From an optimization exercise on the open Yosys and OpenROAD flow, aimed at small area; shortcuts taken in it are not production practice. Where RTL was checked, it was by simulation tests only, not by an equivalence proof against the original. The flow treats the clock pin as an ideal source, which a real chip does not have. Power figures rest on the tool's default switching activity, not on a simulated workload.

## try-tundra
==> flow/design.v <==
module alarm_dueby #(
    parameter W = 16
) (
    input  wire [W-1:0] c,
    input  wire [W-1:0] target,
    output wire         due
);
    wire [W-1:0] cy;
    assign cy[0] = 1'b1;
    genvar i;
    generate
        for (i = 0; i < W - 1; i = i + 1) begin : g_chain
            assign cy[i+1] = (c[i] & ~target[i]) | (cy[i] & (c[i] | ~target[i]));
        end
    endgenerate
    assign due = ~(c[W-1] ^ ~target[W-1] ^ cy[W-1]);
endmodule
module alarm_timer (
    input  wire        clk,
    input  wire        rst,
    input  wire [23:0] tc,
    input  wire [2:0]  t_op,
    input  wire [23:0] t_arg,
    output wire        t_due
);
    reg  [23:0] tsched;
    wire op_set = (t_op == 3'd1);
    wire [23:0] base = op_set ? tc : tsched;
    wire [23:0] g = base & t_arg;
    wire [23:0] p = base ^ t_arg;
    wire [23:0] sum;
    wire [24:0] cy;
    assign cy[0] = 1'b0;
    genvar i;
    generate
        for (i = 0; i < 24; i = i + 2) begin : g_add
            assign cy[i+1] = g[i] | (p[i] & cy[i]);
            assign cy[i+2] = (g[i+1] | (p[i+1] & g[i])) | (p[i+1] & p[i] & cy[i]);
            assign sum[i]   = p[i] ^ cy[i];
            assign sum[i+1] = p[i+1] ^ cy[i+1];
        end
    endgenerate
    wire due;
    alarm_dueby #(.W(24)) u_cmp (.c(tc), .target(sum), .due(due));
    wire due_op = (t_op == 3'd3) | (t_op == 3'd4) | (t_op == 3'd5);
    assign t_due = due_op & due & ~rst;
    always @(posedge clk) begin
        if (rst)
            tsched <= 24'd0;
        else if (op_set || (t_op == 3'd5 && due))
            tsched <= sum;
        else if (t_op == 3'd2 || (t_op == 3'd4 && due))
            tsched <= tc;
    end
endmodule
module dmx_frame_decoder (
    input  wire        clk,
    input  wire        rst,
    input  wire        init,
    input  wire        in_valid,
    output wire        in_ready,
    input  wire [7:0]  in_data,
    input  wire [15:0] c,
    output reg         sink_cfg_valid,
    output wire [9:0]  sink_cfg_count,
    output reg         sink_wr_valid,
    output reg  [8:0]  sink_wr_index,
    output reg  [7:0]  sink_wr_data,
    output reg         ok_pulse,
    output reg         err_pulse,
    output wire [7:0]  err_tag,
    output reg         ok_indicator
);
    localparam [2:0] ST_START_M = 3'b100;
    localparam [2:0] ST_START_C = 3'b101;
    localparam [2:0] ST_START_0 = 3'b110;
    localparam [2:0] ST_CMD     = 3'b111;
    localparam [2:0] ST_LOW     = 3'b000;
    localparam [2:0] ST_HIGH    = 3'b001;
    localparam [2:0] ST_DATA    = 3'b010;
    reg [2:0]  state;
    reg [9:0]  active;
    reg        wfirst;
    wire [9:0] idx = {wfirst, sink_wr_index};
    wire [7:0] last_byte = sink_wr_data;
    reg [15:0] deadline;   
    wire rst_any = rst | init;
    assign in_ready = ~rst_any;
    wire accept = in_valid & ~rst_any;
    wire [7:0] ch = in_data;
    assign sink_cfg_count = active;
    assign err_tag = {~err_pulse, ~state[1] | state[0], state[1] & ~state[0],
                      state[1] & err_pulse, ~(state[1] | state[0]),
                      ~(state[1] | state[0] | ~err_pulse), state[0] & err_pulse,
                      ~state[1]};
    wire idle_due;
    alarm_dueby #(.W(16)) u_idle (.c(c), .target(deadline), .due(idle_due));
    wire [15:0] c_dl;
    wire [16:3] ic;
    assign c_dl[2:0] = c[2:0];
    assign ic[3] = 1'b0;
    genvar k;
    generate
        for (k = 3; k < 16; k = k + 1) begin : g_dl
            if (k == 3 || k == 6 || k == 7) begin : g_one
                assign c_dl[k] = ~(c[k] ^ ic[k]);
                assign ic[k+1] = c[k] | ic[k];
            end else begin : g_zero
                assign c_dl[k] = c[k] ^ ic[k];
                assign ic[k+1] = c[k] & ic[k];
            end
        end
    endgenerate
    wire is_start = state[2] & ~(state[1] & state[0]);
    wire m_start  = (ch == 8'h7E);
    wire resync   = ~is_start & m_start & idle_due;
    wire d_zero = (ch == 8'd0) & (last_byte == 8'd0);
    wire d_over = (ch[7:2] != 6'd0) | (ch[1] & (ch[0] | (last_byte != 8'd0)));
    wire [9:0] d = {ch[1:0], last_byte};
    wire [9:0] windex;
    wire [10:0] wc;
    assign wc[0] = 1'b1;
    generate
        for (k = 0; k < 10; k = k + 1) begin : g_inc
            assign windex[k] = idx[k] ^ wc[k];
            assign wc[k+1]   = idx[k] & wc[k];
        end
    endgenerate
    wire more = (windex != active);
    reg [2:0] n_state;
    reg       err, ok, wr, cfg, set_active, start_data;
    always @(*) begin
        n_state    = state;
        err        = 1'b0;
        ok         = 1'b0;
        wr         = 1'b0;
        cfg        = 1'b0;
        set_active = 1'b0;
        start_data = 1'b0;
        if (is_start | resync) begin
            if (m_start) begin
                n_state = ST_CMD;
                err     = resync;
            end else begin
                err     = 1'b1;
                n_state = ST_START_M;
            end
        end else begin
            case (state)
                ST_CMD: begin
                    if (ch == 8'h06) begin
                        n_state = ST_LOW;
                    end else begin
                        err     = 1'b1;
                        n_state = ST_START_M;
                    end
                end
                ST_LOW: n_state = ST_HIGH;
                ST_HIGH: begin
                    if (d_zero) begin
                        err     = 1'b1;
                        n_state = ST_START_0;
                    end else if (d_over) begin
                        err     = 1'b1;
                        n_state = ST_START_C;
                    end else begin
                        n_state    = ST_DATA;
                        start_data = 1'b1;
                        if (d != active) begin
                            set_active = 1'b1;
                            cfg        = 1'b1;
                        end
                    end
                end
                default: begin
                    if (more) begin
                        wr = 1'b1;
                    end else if (ch == 8'hE7) begin
                        ok      = 1'b1;
                        n_state = ST_START_M;
                    end else begin
                        err     = 1'b1;
                        n_state = ST_START_M;
                    end
                end
            endcase
        end
    end
    always @(posedge clk) begin
        if (accept)
            sink_wr_data <= ch;
        if (accept & start_data)
            {wfirst, sink_wr_index} <= 10'h3FF;
        else if (accept & wr)
            {wfirst, sink_wr_index} <= windex;
        if (rst_any | accept)
            deadline <= c_dl;
    end
    always @(posedge clk) begin
        if (rst_any) begin
            state          <= ST_START_M;
            active         <= 10'd0;
            ok_indicator   <= 1'b0;
            sink_cfg_valid <= 1'b1;
            sink_wr_valid  <= 1'b0;
            ok_pulse       <= 1'b0;
            err_pulse      <= 1'b0;
        end else if (accept) begin
            state          <= n_state;
            if (err)
                active <= 10'd0;
            else if (set_active)
                active <= d;
            if (err)
                ok_indicator <= 1'b0;
            else if (ok)
                ok_indicator <= 1'b1;
            sink_cfg_valid <= err | cfg;
            sink_wr_valid  <= wr;
            ok_pulse       <= ok;
            err_pulse      <= err;
        end else begin
            sink_cfg_valid <= 1'b0;
            sink_wr_valid  <= 1'b0;
            ok_pulse       <= 1'b0;
            err_pulse      <= 1'b0;
        end
    end
endmodule
module dmx_core (
    input  wire        clk,
    input  wire        rst,
    input  wire [31:0] now,
    input  wire        init,
    input  wire        in_valid,
    output wire        in_ready,
    input  wire [7:0]  in_data,
    output wire        sink_cfg_valid,
    output wire [9:0]  sink_cfg_count,
    output wire        sink_wr_valid,
    output wire [8:0]  sink_wr_index,
    output wire [7:0]  sink_wr_data,
    output wire        ok_pulse,
    output wire        err_pulse,
    output wire [7:0]  err_tag,
    output wire        ok_indicator,
    input  wire [2:0]  t_op,
    input  wire [23:0] t_arg,
    output wire        t_due
);
    dmx_frame_decoder u_dec (
        .clk            (clk),
        .rst            (rst),
        .init           (init),
        .in_valid       (in_valid),
        .in_ready       (in_ready),
        .in_data        (in_data),
        .c              (now[15:0]),
        .sink_cfg_valid (sink_cfg_valid),
        .sink_cfg_count (sink_cfg_count),
        .sink_wr_valid  (sink_wr_valid),
        .sink_wr_index  (sink_wr_index),
        .sink_wr_data   (sink_wr_data),
        .ok_pulse       (ok_pulse),
        .err_pulse      (err_pulse),
        .err_tag        (err_tag),
        .ok_indicator   (ok_indicator)
    );
    alarm_timer u_timer (
        .clk   (clk),
        .rst   (rst),
        .tc    (now[31:8]),
        .t_op  (t_op),
        .t_arg (t_arg),
        .t_due (t_due)
    );
endmodule
Settings: LEC_CHECK=0, CAP_MARGIN=20, CORE_MARGIN=2, CORE_UTILIZATION=40, GPL_TIMING_DRIVEN=0, SLEW_MARGIN=20; clock period 8.0 ns.
standard.sh (not shown) runs the stock make flow with config.mk's settings and CLKGATE_MAP_FILE= SYNTH_SCRIPT=/design/flow/synth_recipe.tcl, a recipe that flattens the netlist after the stock synthesis.
==> flow/flow/run.sh <==
#!/bin/bash
# The standard layout, with two changes:
#  - synthesis maps with ABC's area-oriented script flow/area.abc (the rest of
#    the standard flow's synthesis script is unchanged, so the registers are the same);
#  - port buffers are sky130_fd_sc_hd__buf_1 cells.
set -euo pipefail
HERE=$PWD
{
  echo "proc abc {args} {"
  echo "  set i [lsearch -exact \$args -script]"
  echo "  if {\$i >= 0} { lset args [expr {\$i + 1}] $HERE/flow/area.abc }"
  echo "  yosys abc {*}\$args"
  echo "}"
  cat synth_recipe.tcl
} > my_synth.tcl
sed "s#SYNTH_SCRIPT=[^ ]*#SYNTH_SCRIPT=$HERE/my_synth.tcl#" standard.sh > my_standard.sh
export BUFFER_PORTS_ARGS="-buffer_cell sky130_fd_sc_hd__buf_1"
if [[ -f flow/cts_args.txt ]]; then export CTS_ARGS="$(cat flow/cts_args.txt)"; fi
bash my_standard.sh > flow.log 2>&1
==> flow/flow/area.abc <==
strash
dch -f
map -a
strash
dch -f
map -a
strash
dch -f
map -a
strash
dch -f
map -a
topo
stime -c
==> flow/flow/cts_args.txt <==
-sink_clustering_enable -repair_clock_nets -buf_list {sky130_fd_sc_hd__clkbuf_8} -sink_clustering_size 40 -sink_clustering_max_diameter 300 -dont_use_dummy_load
Although try-tundra finished all stages, its layout failed final checks on setup timing.
Here is what was changed in the inputs of try-sierra compared with try-tundra.
-- flow/design.v --
<<< try-tundra, line 1
module alarm_dueby #(
    parameter W = 16
) (
    input  wire [W-1:0] c,
>>> try-sierra, line 1
module alarm_dueby #(
    parameter W    = 16,
    parameter FAST = 0
) (
    input  wire [W-1:0] c,
<<< try-tundra, line 6
    output wire         due
);
    wire [W-1:0] cy;
    assign cy[0] = 1'b1;
    genvar i;
    generate
        for (i = 0; i < W - 1; i = i + 1) begin : g_chain
            assign cy[i+1] = (c[i] & ~target[i]) | (cy[i] & (c[i] | ~target[i]));
        end
    endgenerate
>>> try-sierra, line 7
    output wire         due
);
    wire [W-1:0] g = c & ~target;
    wire [W-1:0] p = c | ~target;
    wire [W-1:0] cy;
    assign cy[0] = 1'b1;
    genvar i;
    generate
        if (FAST) begin : g_fast
            for (i = 0; i + 2 < W; i = i + 2) begin : g_chain
                assign cy[i+1] = g[i] | (p[i] & cy[i]);
                assign cy[i+2] = (g[i+1] | (p[i+1] & g[i])) | (p[i+1] & p[i] & cy[i]);
            end
            if (W % 2 == 0) begin : g_last
                assign cy[W-1] = g[W-2] | (p[W-2] & cy[W-2]);
            end
        end else begin : g_ripple
            for (i = 0; i < W - 1; i = i + 1) begin : g_chain
                assign cy[i+1] = g[i] | (p[i] & cy[i]);
            end
        end
    endgenerate
<<< try-tundra, line 42
    endgenerate
    wire due;
    alarm_dueby #(.W(24)) u_cmp (.c(tc), .target(sum), .due(due));
    wire due_op = (t_op == 3'd3) | (t_op == 3'd4) | (t_op == 3'd5);
    assign t_due = due_op & due & ~rst;
>>> try-sierra, line 55
    endgenerate
    wire due;
    alarm_dueby #(.W(24), .FAST(1)) u_cmp (.c(tc), .target(sum), .due(due));
    wire due_op = (t_op == 3'd3) | (t_op == 3'd4) | (t_op == 3'd5);
    assign t_due = due_op & due & ~rst;
Notes after the runs:
Ran to the end and failed final checks on setup timing: try-sierra. Looking at arrival time reported for the critical path endpoint, try-sierra sits 0.57 ns higher than try-tundra does. try-sierra vs. try-tundra: non-clock buffer count up 16, setup TNS decreased 0.57 ns, post-synthesis instance area went up by 50 um2, global-route usage went up 0.37 points, final critical delay including setup and external delays has increased. Xor and xnor area share after synthesis: try-sierra vs try-tundra, no meaningful difference. Worst-case hold slack across try-tundra and try-sierra: no real change. try-sierra vs try-tundra: width of the die up slightly. Compared with try-tundra, in try-sierra total of endpoints with negative setup slack in the final report shows no meaningful change, met2 layer wire length in the routed design rose by about 9%, total stage count of the critical path higher.
Function not checked in try-sierra: the RTL went through the layout flow alone.

---

== build 48 ==
RTL: the design.v shown in full above, as it stands there.
clock: 8.0 ns
lec_check: 0
cap_margin: 20
core_margin: 2
core_utilization: 40
gpl_timing_driven: 1
slew_margin: 20
==> flow/flow/run.sh <==
#!/bin/bash
# The standard layout, with two changes:
#  - synthesis maps with ABC's area-oriented script flow/area.abc (the rest of
#    the standard flow's synthesis script is unchanged, so the registers are the same);
#  - port buffers are sky130_fd_sc_hd__buf_1 cells.
set -euo pipefail
HERE=$PWD
{
  echo "proc abc {args} {"
  echo "  set i [lsearch -exact \$args -script]"
  echo "  if {\$i >= 0} { lset args [expr {\$i + 1}] $HERE/flow/area.abc }"
  echo "  yosys abc {*}\$args"
  echo "}"
  cat synth_recipe.tcl
} > my_synth.tcl
sed "s#SYNTH_SCRIPT=[^ ]*#SYNTH_SCRIPT=$HERE/my_synth.tcl#" standard.sh > my_standard.sh
export BUFFER_PORTS_ARGS="-buffer_cell sky130_fd_sc_hd__buf_1"
if [[ -f flow/cts_args.txt ]]; then export CTS_ARGS="$(cat flow/cts_args.txt)"; fi
if [[ -f flow/post_cts.tcl ]]; then export POST_CTS_TCL="$HERE/flow/post_cts.tcl"; fi
bash my_standard.sh > flow.log 2>&1
==> flow/flow/area.abc <==
strash
&get -n
&st
&dch -f
&nf
&put
strash
&get -n
&st
&dch -f
&nf
&put
strash
&get -n
&st
&dch -f
&nf
&put
topo
stime -c
==> flow/flow/cts_args.txt <==
-sink_clustering_enable -repair_clock_nets -buf_list {sky130_fd_sc_hd__clkbuf_4} -dont_use_dummy_load
==> flow/flow/post_cts.tcl <==
set sizes {sky130_fd_sc_hd__clkbuf_2 sky130_fd_sc_hd__clkbuf_4 sky130_fd_sc_hd__clkbuf_8 sky130_fd_sc_hd__clkbuf_16}
set n_up 0
for {set iter 0} {$iter < 4} {incr iter} {
  estimate_parasitics -placement
  set up {}
  foreach inst [get_cells *] {
    set k [lsearch -exact $sizes [get_property $inst ref_name]]
    if {$k < 0 || $k == [llength $sizes] - 1} { continue }
    set out [get_pins -of_objects $inst -filter "direction == output"]
    set loads [get_pins -of_objects [get_nets -of_objects $out] -filter "direction == input"]
    set worst 0
    foreach l $loads {
      if {[get_property $l lib_pin_name] ne "CLK"} { continue }
      set s [get_property $l slew_max]
      if {$s > $worst} { set worst $s }
    }
    puts "post_cts: pass $iter [get_full_name $inst] [get_property $inst ref_name] [llength $loads] loads, worst slew $worst"
    if {$worst > 0.110} { lappend up [list $inst [lindex $sizes [expr {$k + 1}]]] }
  }
  if {[llength $up] == 0} { break }
  foreach u $up { replace_cell [lindex $u 0] [lindex $u 1]; incr n_up }
}
puts "post_cts: $n_up clock buffer resizes"
if {$n_up > 0} {
  detailed_placement
  check_placement -verbose
}
Relative to build 48, the following input files were edited for trial 61:
diff --git a/flow/design.v b/flow/design.v
--- a/flow/design.v
+++ b/flow/design.v
@@ -24,9 +24,9 @@
     output wire        t_due
 );
     reg  [23:0] tsched;
     wire op_set = (t_op == 3'd1);
-    wire [23:0] base = op_set ? tc : tsched;
+    wire [23:0] base = (t_op[2:1] == 2'b00) ? tc : tsched;
     wire [23:0] g = base & t_arg;
     wire [23:0] p = base ^ t_arg;
     wire [23:0] sum;
     wire [24:0] cy;
==> comparison <==
Changes observed in trial 61 relative to build 48: largest stage delay on the critical path lost 40 ps, routed wire length now sits higher, total die area went up 220 um^2.
On trial 61: number of nets produced by synthesis is about 3.4% higher than what build 48 gave.
Trial 61 packs its core tighter than build 48.
Looking only at sequential power, and setting everything else aside, the lower value of build 48 and trial 61 goes to trial 61.
Trial 61 ended with every stage complete and zero timing, DRC or antenna violations.
Build 48 reached the end of the flow, and the finished layout is clean on the timing, design-rule and antenna checks.
Looking only at die width, and setting everything else aside, the higher value of build 48 and trial 61 goes to trial 61.
For trial 61, only the layout was checked, not whether the RTL still works.

---

the reference run:
dmx_core, a different RTL version from the one above (not shown whole).
Size: roughly 570 cells after synthesis, roughly 110 I/O pins, about 5200 um2 of cells after synthesis.
## dmx_core
module dmx_core (
    input  wire        clk,
    input  wire        rst,
    input  wire [31:0] now,
    input  wire        init,
    input  wire        in_valid,
    output wire        in_ready,
    input  wire [7:0]  in_data,
    output wire        sink_cfg_valid,
    output wire [9:0]  sink_cfg_count,
    output wire        sink_wr_valid,
    output wire [8:0]  sink_wr_index,
    output wire [7:0]  sink_wr_data,
    output wire        ok_pulse,
    output wire        err_pulse,
    output wire [7:0]  err_tag,
    output wire        ok_indicator,
    input  wire [2:0]  t_op,
    input  wire [23:0] t_arg,
    output wire        t_due
);
==> module dmx_frame_decoder, before the edit <==
module dmx_frame_decoder (
    input  wire        clk,
    input  wire        rst,
    input  wire        init,
    input  wire        in_valid,
    output wire        in_ready,
    input  wire [7:0]  in_data,
    input  wire [15:0] c,
    output reg         sink_cfg_valid,
    output wire [9:0]  sink_cfg_count,
    output reg         sink_wr_valid,
    output wire [8:0]  sink_wr_index,
    output wire [7:0]  sink_wr_data,
    output reg         ok_pulse,
    output reg         err_pulse,
    output wire [7:0]  err_tag,
    output reg         ok_indicator
);
    localparam [2:0] ST_START = 3'd0;
    localparam [2:0] ST_CMD   = 3'd1;
    localparam [2:0] ST_LOW   = 3'd2;
    localparam [2:0] ST_HIGH  = 3'd3;
    localparam [2:0] ST_DATA  = 3'd4;
    reg [2:0]  state;
    reg [7:0]  last_byte;
    reg [9:0]  active;
    reg [9:0]  idx;
    reg [15:0] deadline;   
    reg        tag4, tag1;    
    wire rst_any = rst | init;
    assign in_ready = ~rst_any;
    wire accept = in_valid & ~rst_any;
    wire [7:0] ch = in_data;
    assign sink_cfg_count = active;
    assign sink_wr_index  = idx[8:0];
    assign sink_wr_data   = last_byte;
    wire tag_m = ~tag4 & ~tag1;
    assign err_tag = {1'b0, ~(tag4 & ~tag1), tag4 & ~tag1, tag4,
                      tag_m, tag_m, tag1, ~tag4};
    wire idle_due;
    alarm_dueby #(.W(16)) u_idle (.c(c), .target(deadline), .due(idle_due));
    wire [15:0] c_dl;
    wire [16:3] ic;
    assign c_dl[2:0] = c[2:0];
    assign ic[3] = 1'b0;
    genvar k;
    generate
        for (k = 3; k < 16; k = k + 1) begin : g_dl
            if (k == 3 || k == 6 || k == 7) begin : g_one
                assign c_dl[k] = ~(c[k] ^ ic[k]);
                assign ic[k+1] = c[k] | ic[k];
            end else begin : g_zero
                assign c_dl[k] = c[k] ^ ic[k];
                assign ic[k+1] = c[k] & ic[k];
            end
        end
    endgenerate
    wire is_start = (state == ST_START);
    wire m_start  = (ch == 8'h7E);
    wire resync   = ~is_start & m_start & idle_due;
    wire d_zero = (ch == 8'd0) & (last_byte == 8'd0);
    wire d_over = (ch[7:2] != 6'd0) | (ch[1] & (ch[0] | (last_byte != 8'd0)));
    wire [9:0] d = {ch[1:0], last_byte};
    wire [9:0] windex;
    wire [10:0] wc;
    assign wc[0] = 1'b1;
    generate
        for (k = 0; k < 10; k = k + 1) begin : g_inc
            assign windex[k] = idx[k] ^ wc[k];
            assign wc[k+1]   = idx[k] & wc[k];
        end
    endgenerate
    wire more = (windex != active);
    reg [2:0] n_state;
    reg       err, e4, e1, ok, wr, cfg, set_active, start_data;
    always @(*) begin
        n_state    = state;
        err        = 1'b0;
        e4         = 1'b0;
        e1         = 1'b0;
        ok         = 1'b0;
        wr         = 1'b0;
        cfg        = 1'b0;
        set_active = 1'b0;
        start_data = 1'b0;
        if (is_start | resync) begin
            if (m_start) begin
                n_state = ST_CMD;
                if (resync) begin
                    err = 1'b1; e4 = 1'b1; e1 = 1'b1;
                end
            end else begin
                err = 1'b1;
            end
        end else begin
            case (state)
                ST_CMD: begin
                    if (ch == 8'h06) n_state = ST_LOW;
                    else             err = 1'b1;
                end
                ST_LOW: n_state = ST_HIGH;
                ST_HIGH: begin
                    if (d_zero) begin
                        err = 1'b1; e4 = 1'b1;
                    end else if (d_over) begin
                        err = 1'b1; e1 = 1'b1;
                    end else begin
                        n_state    = ST_DATA;
                        start_data = 1'b1;
                        if (d != active) begin
                            set_active = 1'b1;
                            cfg        = 1'b1;
                        end
                    end
                end
                default: begin
                    if (more) begin
                        wr = 1'b1;
                    end else if (ch == 8'hE7) begin
                        ok      = 1'b1;
                        n_state = ST_START;
                    end else begin
                        err = 1'b1;
                    end
                end
            endcase
        end
    end
    always @(posedge clk) begin
        if (accept) begin
            last_byte <= ch;
            tag4      <= e4;
            tag1      <= e1;
        end
        if (accept & start_data)
            idx <= 10'h3FF;
        else if (accept & wr)
            idx <= windex;
        if (rst_any | accept)
            deadline <= c_dl;
    end
    always @(posedge clk) begin
        if (rst_any) begin
            state          <= ST_START;
            active         <= 10'd0;
            ok_indicator   <= 1'b0;
            sink_cfg_valid <= 1'b1;
            sink_wr_valid  <= 1'b0;
            ok_pulse       <= 1'b0;
            err_pulse      <= 1'b0;
        end else if (accept) begin
            state          <= err & ~resync ? ST_START : n_state;
            if (err)
                active <= 10'd0;
            else if (set_active)
                active <= d;
            if (err)
                ok_indicator <= 1'b0;
            else if (ok)
                ok_indicator <= 1'b1;
            sink_cfg_valid <= err | cfg;
            sink_wr_valid  <= wr;
            ok_pulse       <= ok;
            err_pulse      <= err;
        end else begin
            sink_cfg_valid <= 1'b0;
            sink_wr_valid  <= 1'b0;
            ok_pulse       <= 1'b0;
            err_pulse      <= 1'b0;
        end
    end
endmodule
Settings: LEC_CHECK=0, CAP_MARGIN=20, CORE_MARGIN=2, CORE_UTILIZATION=40, GPL_TIMING_DRIVEN=0, SLEW_MARGIN=20; clock period 8.0 ns.
==> flow/flow/run.sh <==
#!/bin/bash
# The standard layout, with two changes:
#  - synthesis maps with ABC's area-oriented script flow/area.abc (the rest of
#    the standard flow's synthesis script is unchanged, so the registers are the same);
#  - port buffers are sky130_fd_sc_hd__buf_1 cells.
set -euo pipefail
HERE=$PWD
{
  echo "proc abc {args} {"
  echo "  set i [lsearch -exact \$args -script]"
  echo "  if {\$i >= 0} { lset args [expr {\$i + 1}] $HERE/flow/area.abc }"
  echo "  yosys abc {*}\$args"
  echo "}"
  cat synth_recipe.tcl
} > my_synth.tcl
sed "s#SYNTH_SCRIPT=[^ ]*#SYNTH_SCRIPT=$HERE/my_synth.tcl#" standard.sh > my_standard.sh
export BUFFER_PORTS_ARGS="-buffer_cell sky130_fd_sc_hd__buf_1"
if [[ -f flow/cts_args.txt ]]; then export CTS_ARGS="$(cat flow/cts_args.txt)"; fi
bash my_standard.sh > flow.log 2>&1
==> flow/flow/area.abc <==
strash
&get -n
&st
&dch -f
&nf -a
&put
topo
stime -c
==> flow/flow/cts_args.txt <==
-sink_clustering_enable -repair_clock_nets -buf_list {sky130_fd_sc_hd__clkbuf_4 sky130_fd_sc_hd__clkbuf_8} -dont_use_dummy_load
Input-level comparison between the trial run and the reference run:
--- a/flow/design.v
+++ b/flow/design.v
@@ -61,40 +61,38 @@
     output wire        in_ready,
     input  wire [7:0]  in_data,
     input  wire [15:0] c,
     output reg         sink_cfg_valid,
     output wire [9:0]  sink_cfg_count,
     output reg         sink_wr_valid,
-    output wire [8:0]  sink_wr_index,
-    output wire [7:0]  sink_wr_data,
+    output reg  [8:0]  sink_wr_index,
+    output reg  [7:0]  sink_wr_data,
     output reg         ok_pulse,
     output reg         err_pulse,
     output wire [7:0]  err_tag,
     output reg         ok_indicator
 );
     localparam [2:0] ST_START = 3'd0;
     localparam [2:0] ST_CMD   = 3'd1;
     localparam [2:0] ST_LOW   = 3'd2;
     localparam [2:0] ST_HIGH  = 3'd3;
     localparam [2:0] ST_DATA  = 3'd4;
     reg [2:0]  state;
-    reg [7:0]  last_byte;
     reg [9:0]  active;
-    reg [9:0]  idx;
+    reg        wfirst;
+    wire [9:0] idx = {wfirst, sink_wr_index};
+    wire [7:0] last_byte = sink_wr_data;
     reg [15:0] deadline;   
     reg        tag4, tag1;    
     wire rst_any = rst | init;
     assign in_ready = ~rst_any;
     wire accept = in_valid & ~rst_any;
     wire [7:0] ch = in_data;
     assign sink_cfg_count = active;
-    assign sink_wr_index  = idx[8:0];
-    assign sink_wr_data   = last_byte;
-    wire tag_m = ~tag4 & ~tag1;
-    assign err_tag = {1'b0, ~(tag4 & ~tag1), tag4 & ~tag1, tag4,
-                      tag_m, tag_m, tag1, ~tag4};
+    assign err_tag = {~err_pulse, ~tag4 | tag1, tag4 & ~tag1, tag4,
+                      ~(tag4 | tag1), ~(tag4 | tag1 | ~err_pulse), tag1, ~tag4};
     wire idle_due;
     alarm_dueby #(.W(16)) u_idle (.c(c), .target(deadline), .due(idle_due));
     wire [15:0] c_dl;
     wire [16:3] ic;
     assign c_dl[2:0] = c[2:0];
     assign ic[3] = 1'b0;
@@ -180,20 +178,20 @@
                 end
             endcase
         end
     end
     always @(posedge clk) begin
         if (accept) begin
-            last_byte <= ch;
+            sink_wr_data <= ch;
             tag4      <= e4;
             tag1      <= e1;
         end
         if (accept & start_data)
-            idx <= 10'h3FF;
+            {wfirst, sink_wr_index} <= 10'h3FF;
         else if (accept & wr)
-            idx <= windex;
+            {wfirst, sink_wr_index} <= windex;
         if (rst_any | accept)
             deadline <= c_dl;
     end
     always @(posedge clk) begin
         if (rst_any) begin
             state          <= ST_START;
Results
The trial run went all the way through the flow, and no timing, DRC or antenna check failed. Relative to the reference run, the final cell area reported for the trial run is higher. Looking at final core area utilization, the trial run sits 1.4 points higher than the reference run does. Clock group share of total power on the trial run is up relative to the reference run. Diff the trial run and the reference run: remaining max-slew budget at the tightest pin lower in the reference run. The trial run vs. the reference run: reported net switching power now sits lower, worst-case hold slack climbed 0.041 ns, layout-stage area growth over the synthesis result increased by 3.0 points relative to the old numbers, critical path depth now sits lower. Sum of net half-perimeters after detailed placement on the trial run is behind the reference run. Floorplan core area ended up about 0.4% lower on the trial run than on the reference run. Count of different cell masters after synthesis, the trial run vs the reference run: down by a few percent. Area of the die: the trial run vs the reference run — no meaningful difference. For the wire length of the first global-routing pass, the trial run came in about 8% higher than the reference run did. Minimum setup slack in the final design (the trial run over the reference run): decrease, 0.16 ns.
No functional check of the RTL was part of the trial run.

-- afterwards: timing with drivers on the ports --
The flow's constraints put no driver on any port. The routed layouts listed below were extracted and timed again, unchanged, in two steps.
Step 1: set_driving_cell puts a clkbuf_16 on clk and a buf_2 on each other input, an assumption about the parent block.
Step 2 moves the port delays by t, midway between the first and last clock arrival at a register: inputs arrive t later, outputs are due t later. That takes back most of the time a late clock gives input paths.
Slacks: ideal ports / drivers / drivers and shift; pairs: ideal ports / drivers.
run	t (ns)	setup slack, ns	clock arrival spread, ns
try-tundra	0.393	-0.162 / -0.197 / -0.197	0.016 / 0.017
try-sierra	0.377	-0.733 / -0.766 / -0.766	0.031 / 0.032
build 48	0.458	0.355 / 0.333 / 0.333	0.028 / 0.028
trial 61	0.459	0.263 / 0.240 / 0.240	0.035 / 0.035
the reference run	0.396	0.384 / 0.360 / 0.360	0.020 / 0.020
the trial run	0.379	0.221 / 0.196 / 0.196	0.018 / 0.018
The setup slack of try-tundra, which loses most, moves by -0.035 ns with the drivers and by -0.035 ns with both steps.
